This is an optimization exercise on Yosys and OpenROAD, whose aim is small area, a short achievable clock period and few clock cycles, not a production implementation. Where RTL was checked, it was by simulation tests only, not by an equivalence proof against the original. Power is estimated from default activity; no workload was simulated.

== P ==
==> flow/design.v (excerpt) <==
module elf_cu (
    input  wire        clk,
    input  wire        rst,
    input  wire        in_valid,
    output wire        in_ready,
    input  wire [1:0]  in_op,
    input  wire [63:0] in_data,
    input  wire [6:0]  in_nbits,
    output wire        out_valid,
    input  wire        out_ready,
    output wire [63:0] out_data,
    output wire        out_last,
    output wire [3:0]  out_bytes
);
Settings: LEC_CHECK=0, CAP_MARGIN=20, CORE_MARGIN=2, CORE_UTILIZATION=40, SLEW_MARGIN=20; clock period 11.0 ns.
run.sh (not shown) runs the stock make flow with config.mk's settings and CLKGATE_MAP_FILE= SYNTH_SCRIPT=/design/flow/synth_recipe.tcl, a recipe that flattens the netlist after the stock synthesis.
P: flow completed, timing, DRC and antenna clean
Testbench counts of P, summed over its fixed seeds: cycles 39,274.
Relative to P, the following input files were edited for Q:
==> flow/flow/run.sh (new file) <==
#!/bin/bash
# Standard layout, with repair_timing aiming for setup slack of SETUP_SLACK_MARGIN ns
# (timing repair works toward a shorter period than the 11 ns clock). Constraints unchanged.
set -euo pipefail
bash standard.sh SETUP_SLACK_MARGIN=7.5 finish > standard_flow.log 2>&1
==> flow/standard.sh (new file) <==
#!/bin/bash
# synth_recipe.tcl (not shown) runs the flow's synth.tcl, then flattens the netlist and writes it again
# the make line also repeats each setting of config.mk as NAME=value (left out here)
make -C /OpenROAD-flow-scripts/flow DESIGN_CONFIG=/design/flow/config.mk WORK_HOME=/design/flow/orfs CLKGATE_MAP_FILE= SYNTH_SCRIPT=/design/flow/synth_recipe.tcl "${@:-finish}"
removed: flow/run.sh
==> comparison <==
- The final layouts of Q and P pass the timing, DRC and antenna checks.
- P -> Q: clock slew seen by the registers of the worst setup and hold paths flat
- | setup slack | higher: Q |
- Q ended up with a higher post-cts gate resize count than P did.

* * *

v6:
elf_cu, a different RTL version from the one above (not shown whole).
For scale: ~3600 cells after synthesis, about 560 flip-flops, roughly 150 I/O pins.
export LEC_CHECK = 0
export CAP_MARGIN = 20
export CORE_MARGIN = 2
export CORE_UTILIZATION = 60
export SLEW_MARGIN = 20
create_clock -name core_clock -period 11.0 [get_ports {clk}]
standard.sh (not shown) runs the stock make flow with config.mk's settings and CLKGATE_MAP_FILE= SYNTH_SCRIPT=/design/flow/synth_recipe.tcl, a recipe that flattens the netlist after the stock synthesis.
==> flow/flow/run.sh <==
#!/bin/bash
# Standard layout, with repair_timing aiming for setup slack of SETUP_SLACK_MARGIN ns
# (timing repair works toward a shorter period than the 11 ns clock). Constraints unchanged.
set -euo pipefail
bash standard.sh SETUP_SLACK_MARGIN=7.5 finish > standard_flow.log 2>&1
The flow did not stop early for v6: all stages ran, and the layout cleared the timing, DRC and antenna checks.
Setup changes, v6 to v7
- changing CORE_UTILIZATION from 60 to 40
Findings:
The flow did not stop early for v7: all stages ran, and the layout cleared the timing, DRC and antenna checks.
The run showing the greater floorplan die height is v7.
After detailed routing, v6 needs more wire than v7.
Layout clock buffer count grows by more than 10% when moving from v6 to v7.
From v6 to v7 the numbers moved as follows: number of cells traversed by the worst register-to-register path increased by 3 relative to the old numbers; final worst slack decreased by 0.0031 ns relative to the old numbers.
Function was not checked in any run of this note: the RTL went through the layout flow alone.

* * *

Another version of the RTL of elf_cu (not shown whole).
For scale: ~3500 cells after synthesis, about 560 flip-flops, ~150 I/O pins, about 36000 um^2 of cells after synthesis.
clock: 11.0 ns
lec_check: 0
cap_margin: 20
core_margin: 2
core_utilization: 40
slew_margin: 20
==> flow/flow/run.sh <==
#!/bin/bash
# Standard layout with: timing repair aiming for SETUP_SLACK_MARGIN ns of setup slack (a
# shorter period than the 11 ns clock; constraints unchanged), buf_2 as the port buffers,
# and a clock tree of clkbuf_8 without dummy loads.
set -euo pipefail
bash standard.sh SETUP_SLACK_MARGIN=7.5 \
  "BUFFER_PORTS_ARGS=-buffer_cell sky130_fd_sc_hd__buf_2" \
  "CTS_ARGS=-sink_clustering_enable -repair_clock_nets -dont_use_dummy_load -buf_list sky130_fd_sc_hd__clkbuf_8 -sink_clustering_size 16 -sink_clustering_max_diameter 60" \
  finish > standard_flow.log 2>&1
Testbench counts at the start, summed over its fixed seeds: cycles 39,274.
Next try:
--- a/flow/flow/run.sh
+++ b/flow/flow/run.sh
@@ -4,5 +4,5 @@
 # and a clock tree of clkbuf_8 without dummy loads.
 set -euo pipefail
-bash standard.sh SETUP_SLACK_MARGIN=7.5 \
+bash standard.sh SETUP_SLACK_MARGIN=7.66 \
   "BUFFER_PORTS_ARGS=-buffer_cell sky130_fd_sc_hd__buf_2" \
   "CTS_ARGS=-sink_clustering_enable -repair_clock_nets -dont_use_dummy_load -buf_list sky130_fd_sc_hd__clkbuf_8 -sink_clustering_size 16 -sink_clustering_max_diameter 60" \
After rerunning: The new run completed with no timing, DRC or antenna violations; cell count increases by 1.1%; hold slack is better by 0.0069 ns; setup slack is worse by 0.076 ns; routed wire length increases by about 4.3%; cell area increases by 2.2%; register-to-register slack is better by 0.11 ns; critical path depth stays the same; core utilization increases by 0.95 points.
Next try:
--- a/flow/flow/run.sh
+++ b/flow/flow/run.sh
@@ -4,5 +4,5 @@
 # and a clock tree of clkbuf_8 without dummy loads.
 set -euo pipefail
-bash standard.sh SETUP_SLACK_MARGIN=7.66 \
+bash standard.sh SETUP_SLACK_MARGIN=7.58 \
   "BUFFER_PORTS_ARGS=-buffer_cell sky130_fd_sc_hd__buf_2" \
   "CTS_ARGS=-sink_clustering_enable -repair_clock_nets -dont_use_dummy_load -buf_list sky130_fd_sc_hd__clkbuf_8 -sink_clustering_size 16 -sink_clustering_max_diameter 60" \
PLACE_DENSITY = 0.7   (was default)
Outcome:
- The new run ran to the end with no violations
- power came out lower by 2.4%
- synthesized cell count is unchanged
- design area came out lower by about 2.1%
- setup slack improves by 0.063 ns
- sequential share of layout area came out higher by 0.83 points
- wire length came out lower by about 9%
- clock-buffer cell count came out lower by 3
- sequential power is about the same
- utilization came out lower by 0.96 points
- maximum frequency came out higher by about 1.8%
Next try:
==> flow/flow/run.sh (replaced) <==
#!/bin/bash
# Standard layout with: timing repair aiming for SETUP_SLACK_MARGIN ns of setup slack (a
# shorter period than the 11 ns clock; constraints unchanged), buf_2 as the port buffers,
# and a clock tree without dummy loads, clustered into larger leaf groups.
set -euo pipefail
bash standard.sh SETUP_SLACK_MARGIN=7.5 \
  "BUFFER_PORTS_ARGS=-buffer_cell sky130_fd_sc_hd__buf_2" \
  "CTS_ARGS=-sink_clustering_enable -repair_clock_nets -dont_use_dummy_load -sink_clustering_size 24 -sink_clustering_max_diameter 80" \
  finish > standard_flow.log 2>&1
PLACE_DENSITY = default   (was 0.7)
After rerunning:
- total power climbs by 3.0%
- via count drops by about 0.9%
- clock-buffer cell count drops by 17
- setup slack improves by 0.015 ns
- sequential share of layout area drops by 0.27 points
- global-route usage climbs by 1.2 points
- die area is unchanged
- design area climbs by about 0.7%
Next try:
==> flow/flow/run.sh (replaced) <==
#!/bin/bash
# Standard layout with: timing repair aiming for SETUP_SLACK_MARGIN ns of setup slack (a
# shorter period than the 11 ns clock; constraints unchanged), buf_2 as the port buffers,
# and a clock tree of clkbuf_8 without dummy loads.
set -euo pipefail
bash standard.sh SETUP_SLACK_MARGIN=7.58 \
  "BUFFER_PORTS_ARGS=-buffer_cell sky130_fd_sc_hd__buf_2" \
  "CTS_ARGS=-sink_clustering_enable -repair_clock_nets -dont_use_dummy_load -buf_list sky130_fd_sc_hd__clkbuf_8 -sink_clustering_size 16 -sink_clustering_max_diameter 60" \
  finish > standard_flow.log 2>&1
The changed run produced a clean layout.
Sequential cell count stays the same.
Routed wire length is higher by 2.6%.
Final area is about the same.
First-iteration DRC count is higher by 21%.

* * *

elf_cu, a different RTL version from the one above (not shown whole).
For scale: roughly 3,400 cells after synthesis, ~560 flip-flops, ~150 I/O pins, roughly 35,000 sq um of cells after synthesis.
export LEC_CHECK = 0
export CAP_MARGIN = 20
export CORE_MARGIN = 2
export CORE_UTILIZATION = 60
export SLEW_MARGIN = 20
create_clock -name core_clock -period 11.0 [get_ports {clk}]
==> flow/flow/run.sh <==
#!/bin/bash
# Standard layout with: timing repair aiming for SETUP_SLACK_MARGIN ns of setup slack (a
# shorter period than the 11 ns clock; constraints unchanged), buf_2 as the port buffers,
# and a clock tree without dummy loads, clustered into larger leaf groups.
set -euo pipefail
bash standard.sh SETUP_SLACK_MARGIN=7.5 \
  "BUFFER_PORTS_ARGS=-buffer_cell sky130_fd_sc_hd__buf_2" \
  "CTS_ARGS=-sink_clustering_enable -repair_clock_nets -dont_use_dummy_load -sink_clustering_size 24 -sink_clustering_max_diameter 80" \
  finish > standard_flow.log 2>&1
The starting point produced a clean layout.
Testbench counts at the start, summed over its fixed seeds: cycles 39,274.
Then changed:
CORE_UTILIZATION = 40   (was 60)
=> Design area increases slightly. First-iteration DRC count decreases by roughly a tenth. Wire length decreases by a few percent. Core utilization decreases by 21 points. Final cell count increases by roughly a tenth. Global-route usage decreases by 13 points. Sequential power is about the same. Fmax barely changes. Hold slack is about the same. Worst setup slack hardly moves. Power stays flat.

## static timing again, ports no longer ideal
No port has a modelled driver above. Below, the same layouts with a new extraction and two added sets of constraints. Step 1 sets driving cells, clkbuf_16 on the clock port and buf_2 on the other inputs (assumed; they add their load-dependent delay and slew). Step 2 adds t to the input delays and takes it off the output delays; t is the mean of the earliest and latest rising clock arrival at the registers after step 1. Input paths then give back, and output paths get back, about the clock's delay inside the block. Slacks: ideal ports / drivers / drivers and shift; pairs: ideal ports / drivers.
run	shift t [ns]	setup slack, ns	hold slack, ns	worst register clock-pin slew, ns	worst data-port slew with drivers (ns)
P	0.708	4.620 / 4.620 / 4.620	0.498 / 0.498 / 0.498	0.07 / 0.07	0.05
Q	0.703	7.059 / 7.059 / 6.980	0.489 / 0.489 / 0.489	0.07 / 0.07	0.07
v6	0.732	7.142 / 7.142 / 6.943	0.392 / 0.392 / 0.392	0.08 / 0.08	0.14
v7	0.701	7.139 / 7.139 / 6.968	0.422 / 0.422 / 0.422	0.07 / 0.07	0.06
the first run of note 3	0.703	7.521 / 7.463 / 6.946	0.408 / 0.408 / 0.408	0.11 / 0.11	0.06
the second run of note 3	0.721	7.446 / 7.386 / 7.067	0.415 / 0.415 / 0.415	0.10 / 0.10	0.08
the third run of note 3	0.712	7.508 / 7.452 / 6.948	0.407 / 0.407 / 0.407	0.11 / 0.11	0.08
the fourth run of note 3	0.620	7.523 / 7.491 / 7.077	0.437 / 0.437 / 0.437	0.10 / 0.10	0.07
the fifth run of note 3	0.720	7.542 / 7.484 / 7.065	0.437 / 0.437 / 0.437	0.11 / 0.11	0.07
the first run of note 4	0.678	7.520 / 7.474 / 6.932	0.436 / 0.436 / 0.436	0.10 / 0.10	0.06
the second run of note 4	0.630	7.521 / 7.519 / 7.043	0.438 / 0.438 / 0.438	0.10 / 0.10	0.07
After both steps setup and hold are still met in every run listed. For the first run of note 4, which loses most, drivers alone change the setup slack by -0.046 ns; drivers and shift together by -0.588 ns.
